Background: an optimization exercise with open tools, aiming at small area, a short achievable clock period and few clock cycles. Do not read the settings as production practice.
Function was checked by simulation only, so behaviour that the tests miss may differ from the original.

==> run a <==
// fortelion_engine
module fortelion_engine (
    input  wire         clk,
    input  wire         rst,
    input  wire         req_valid,
    input  wire [31:0]  req_word,
    input  wire         req_transport,
    output wire         req_ready,
    input  wire         s_valid,
    input  wire [1:0]   s_kind,
    input  wire [7:0]   s_data,
    output wire         s_ready,
    output reg          done,
    output reg  [7:0]   rstatus,
    output wire [7:0]   rrule,
    output wire [7:0]   rexp,
    output wire [7:0]   rrcv,
    output wire [7:0]   ract,
    output wire [15:0]  rvalid,
    output reg  [7:0]   rqty,
    output wire [15:0]  rneed,
    output wire [15:0]  ravail,
    output reg  [31:0]  rval,
    output wire [127:0] rvec,
    output wire [15:0]  rlen,
    output wire [255:0] rbytes,
    output wire [47:0]  rfault,
    output wire [39:0]  txb,
    output reg          txv
);
==> flow/config.mk <==
export PLATFORM = sky130hd
export DESIGN_NAME = fortelion_engine
export DESIGN_NICKNAME = fortelion_engine
export VERILOG_FILES = /design/flow/design.v
export SDC_FILE = /design/flow/constraint.sdc
export NUM_CORES = 4
export LEC_CHECK = 0
export CAP_MARGIN = 20
export CORE_MARGIN = 2
export CORE_UTILIZATION = 55
export CTS_BUF_LIST = sky130_fd_sc_hd__clkbuf_4 sky130_fd_sc_hd__clkbuf_8
export PLACE_DENSITY = 0.85
export SLEW_MARGIN = 20
==> flow/constraint.sdc <==
create_clock -name core_clock -period 10.0 [get_ports {clk}]
set_input_delay 2.0000 -clock core_clock [delete_from_list [all_inputs] [get_ports {clk}]]
set_output_delay 2.0000 -clock core_clock [all_outputs]
set_load 0.01 [all_outputs]
standard.sh (not shown) runs the stock make flow with config.mk's settings and CLKGATE_MAP_FILE= SYNTH_SCRIPT=/design/flow/synth_recipe.tcl, a recipe that flattens the netlist after the stock synthesis.
==> flow/flow/run.sh <==
#!/bin/bash
# Own layout flow: the standard synthesis, then the standard layout
# with two changes to how it is made:
#   * the port buffers are sky130_fd_sc_hd__buf_1 cells (the standard flow
#     picks a delay cell); there is still one buffer on every input and
#     output port, and the repair steps resize them like any other cell;
#   * the timing repair steps aim for a larger setup slack.
# The clock period, the constraints and every other step are the standard
# ones. Each tool's output goes to a log file of its own in this folder.
set -euo pipefail
bash standard.sh synth > synth.log 2>&1
bash standard.sh \
    "BUFFER_PORTS_ARGS=-buffer_cell sky130_fd_sc_hd__buf_1" \
    "SETUP_SLACK_MARGIN=5.5" \
    finish > layout.log 2>&1
==> inputs of run b, as changes to run a <==
--- a/flow/design.v
+++ b/flow/design.v
@@ -29,17 +29,18 @@
 );
     localparam [3:0] C_CELLV = 4'd0, C_CURR = 4'd1, C_TEMP = 4'd2,
                      C_SOH = 4'd6, C_FS1 = 4'd7, C_FS2 = 4'd8,
                      C_MI = 4'd9, C_SU = 4'd10, C_NONE = 4'd15;
     localparam [4:0] S_IDLE = 5'd0, S_STRM = 5'd1, S_RW = 5'd2, S_RD1 = 5'd3,
                      S_CLR = 5'd4, S_WB = 5'd5, S_WR2 = 5'd6, S_WALK = 5'd7,
                      S_WE1 = 5'd8, S_CK1 = 5'd9, S_CK2 = 5'd10, S_X10 = 5'd11,
                      S_SUM = 5'd12, S_D1 = 5'd13, S_D2 = 5'd14, S_D3 = 5'd15,
-                     S_DIV = 5'd16, S_WE2 = 5'd17, S_SUM0 = 5'd18, S_RD2 = 5'd19;
+                     S_DIV = 5'd16, S_WE2 = 5'd17, S_SUM0 = 5'd18, S_RD2 = 5'd19,
+                     S_RD1B = 5'd20, S_WE1B = 5'd21;
     function [7:0] f_len(input [3:0] c);
         f_len = (c == 4'd0) ? 8'd16 :
                 (c >= 4'd1 && c <= 4'd5) ? 8'd2 :
                 (c >= 4'd6 && c <= 4'd8) ? 8'd1 :
                 (c == 4'd9) ? 8'd32 :
                 (c == 4'd10) ? 8'd24 : 8'd0;
     endfunction
     function [7:0] f_code(input [3:0] c);
@@ -86,16 +87,19 @@
     reg [7:0]  txk;              
     reg        vs_bad;
     reg [2:0]  vs_rule;
     reg [7:0]  vs_exp, vs_rcv;
     reg        f_build, f_pay, f_inval, f_invz, f_range, f_noapp;
     reg [31:0] pen;              
     reg [5:0]  ra;               
     reg        rdv;              
+    reg        rdv2;             
+    reg [7:0]  rg0, rg1;         
+    reg [5:0]  ra2;
     reg        wdv;              
     reg        wmode;            
     reg        en_vn;            
     reg        e_fs1, e_fs2, e_mi, e_su;    
     assign req_ready = rdy;
     assign s_ready   = srdy;
     wire [7:0] fb [0:37];
     genvar gi;
@@ -213,30 +217,35 @@
                        (qh[9] & is_mi) ? S_SUM0 : S_IDLE;
     wire        gdiv0 = is_mi && (qh[6] ? ({fb[26], fb[27]} == 16'd0) :
                                   qh[7] ? ({fb[28], fb[29]} == 16'd0) : 1'b0);
     wire [15:0] w_mask   = f_mask(w_q);
     wire        w_source = w_mask[exp_cmd];
     wire [7:0] w_code = f_code(w_cmd);
     wire [7:0] w_bck  = f_step(f_step(f_step(f_step(8'h05) ^ 8'h01) ^ w_code) ^ 8'h00);
     wire [7:0] pb [0:31];
-    reg  [7:0] rd;
+    reg  [7:0] or0, or1, rd;
     integer r;
     always @(*) begin
-        case (ra)
+        or0 = 8'd0;
+        or1 = 8'd0;
+        for (r = 0; r < 16; r = r + 1) begin
+            or0 = or0 | pb[r];
+            or1 = or1 | pb[r + 16];
+        end
+        case (ra2)
             6'd0: rd = fb[0];
             6'd1: rd = fb[1];
             6'd2: rd = fb[2];
             6'd3: rd = fb[3];
             6'd36: rd = fb[36];
             6'd37: rd = fb[37];
             default: rd = 8'd0;
         endcase
-        for (r = 0; r < 32; r = r + 1)
-            rd = rd | pb[r];
+        rd = rd | rg0 | rg1;
     end
     wire rdi = ((seq == S_RW) && !k_wr && idx < {3'd0, flen}) || (seq == S_WALK) ||
                ((seq == S_SUM) && cnt <= 6'd19);
     reg [7:0] ck_exp;
     reg       ck_at;
     reg [2:0] ck_rule;
     always @(*) begin
         ck_at = 1'b1;
@@ -285,38 +294,42 @@
             wv      <= 1'b0;
             cv      <= 1'b0;
             chk     <= 1'b0;
             rstatus <= 8'hFF;
             rqty    <= 8'd0;
             rval    <= 32'd0;
             f_build <= 1'b0; f_pay <= 1'b0; f_inval <= 1'b0; f_invz <= 1'b0; f_range <= 1'b0; f_noapp <= 1'b0;
             pen <= 32'hFFFFFFFF; en_vn <= 1'b1;
-            rdv <= 1'b0; wdv <= 1'b0; wmode <= 1'b0;
+            rdv <= 1'b0; rdv2 <= 1'b0; wdv <= 1'b0; wmode <= 1'b0;
             e_fs1 <= 1'b0; e_fs2 <= 1'b0; e_mi <= 1'b0; e_su <= 1'b0;
         end else begin
             done <= 1'b0;
             wv   <= 1'b0;
             wclr <= 1'b0;
             cv   <= 1'b0;
             chk  <= 1'b0;
             if (cv)
                 crc <= f_step((wa == 6'd0 ? 8'd0 : crc) ^ wd);    
-            rdv <= rdi;
-            wdv <= rdv;
+            rdv  <= rdi;
+            rdv2 <= rdv;
+            wdv  <= rdv2;
+            rg0  <= or0;
+            rg1  <= or1;
+            ra2  <= ra;
             if (rdi) ra <= cnt;
             if (seq != S_IDLE) begin
                 for (r = 0; r < 32; r = r + 1)
                     pen[r] <= !(rdi && cnt == r + 4);
             end
-            if (rdv) begin
+            if (rdv2) begin
                 wd  <= rd;
-                wa  <= ra;
+                wa  <= ra2;
                 chk <= wmode;
-                cv  <= wmode && (ra < l4);
+                cv  <= wmode && (ra2 < l4);
             end
             if (ck_fail) begin
                 vs_bad  <= 1'b1;
                 vs_rule <= ck_rule;
                 vs_exp  <= ck_exp;
                 vs_rcv  <= wd;
             end else if (ck_new) begin
                 vs_bad  <= 1'b0;
@@ -473,17 +486,18 @@
                     seq <= S_RD1;
                 end else if (fbz) begin
                     cnt <= 6'd0;
                     seq <= S_CLR;
                 end else begin
                     seq <= S_WB;
                 end
             end
-            S_RD1: seq <= S_RD2;            
+            S_RD1: seq <= S_RD1B;
+            S_RD1B: seq <= S_RD2;           
             S_RD2: begin
                 rval <= fbz ? 32'd0 : {24'd0, wd};
                 done <= 1'b1; rdy <= 1'b1; seq <= S_IDLE;
             end
             S_CLR: begin
                 wa   <= cnt;
                 wv   <= 1'b1;
                 wclr <= 1'b1;
@@ -503,17 +517,18 @@
                 wmode   <= 1'b1;
                 seq     <= S_WALK;
             end
             S_WALK: begin
                 cnt <= cnt + 6'd1;
                 if (cnt == l4)
                     seq <= S_WE1;
             end
-            S_WE1: seq <= S_WE2;
+            S_WE1: seq <= S_WE1B;
+            S_WE1B: seq <= S_WE2;
             S_WE2: begin
                 wmode <= 1'b0;
                 done <= 1'b1; rdy <= 1'b1; seq <= S_IDLE;
             end
             S_X10: begin
                 rval <= {{9{add_s[22]}}, add_s};
                 done <= 1'b1; rdy <= 1'b1; seq <= S_IDLE;
             end
==> inputs of run c, as changes to run a <==
--- a/flow/flow/run.sh
+++ b/flow/flow/run.sh
@@ -6,10 +6,10 @@
 #     output port, and the repair steps resize them like any other cell;
 #   * the timing repair steps aim for a larger setup slack.
 # The clock period, the constraints and every other step are the standard
 # ones. Each tool's output goes to a log file of its own in this folder.
 set -euo pipefail
 bash standard.sh synth > synth.log 2>&1
 bash standard.sh \
     "BUFFER_PORTS_ARGS=-buffer_cell sky130_fd_sc_hd__buf_1" \
-    "SETUP_SLACK_MARGIN=5.5" \
+    "SETUP_SLACK_MARGIN=6" \
     finish > layout.log 2>&1
CORE_UTILIZATION = 50   (was 55)
PLACE_DENSITY = 0.75   (was 0.85)
==> notes <==
- Non-clock buffer count: run b < run a < run c.
- Of run c and run a, run c has the higher routed wire length (gap 8.2%, measured against run a).
- Of run c and run b, run b has the higher sequential cell count (gap 23).
- The highest critical path depth belongs to run b, the lowest to run a.
Testbench counts of run a, summed over its fixed seeds: cycles 18,504.
Testbench counts of run b, summed over its fixed seeds: cycles 18,520.
Testbench counts of run c, summed over its fixed seeds: cycles 18,504.

[afterwards: timing with drivers on the ports]
In the flow no input, the clock included, has a driving cell. The finished layouts below were timed again as built, in two steps. Step 1 sets driving cells, clkbuf_16 on the clock port and buf_2 on the other inputs (assumed; they add their load-dependent delay and slew). Step 2 adds t to the input delays and takes it off the output delays; t is the mean of the earliest and latest rising clock arrival at the registers after step 1. Input paths then give back, and output paths get back, about the clock's delay inside the block. a / b / c = ideal ports / drivers / drivers and shift; a / b = the first two.
run | t, ns | slack for setup (ns) | slew at the worst register clock pin (ns)
run a | 0.772 | 5.320 / 5.301 / 4.708 | 0.07 / 0.07
run b | 0.784 | 5.378 / 5.414 / 4.630 | 0.09 / 0.09
run c | 0.770 | 5.515 / 5.515 / 4.999 | 0.08 / 0.08
After both steps every run listed still meets setup and hold. The setup slack of run b, which loses most, moves by +0.036 ns with the drivers and by -0.748 ns with both steps.
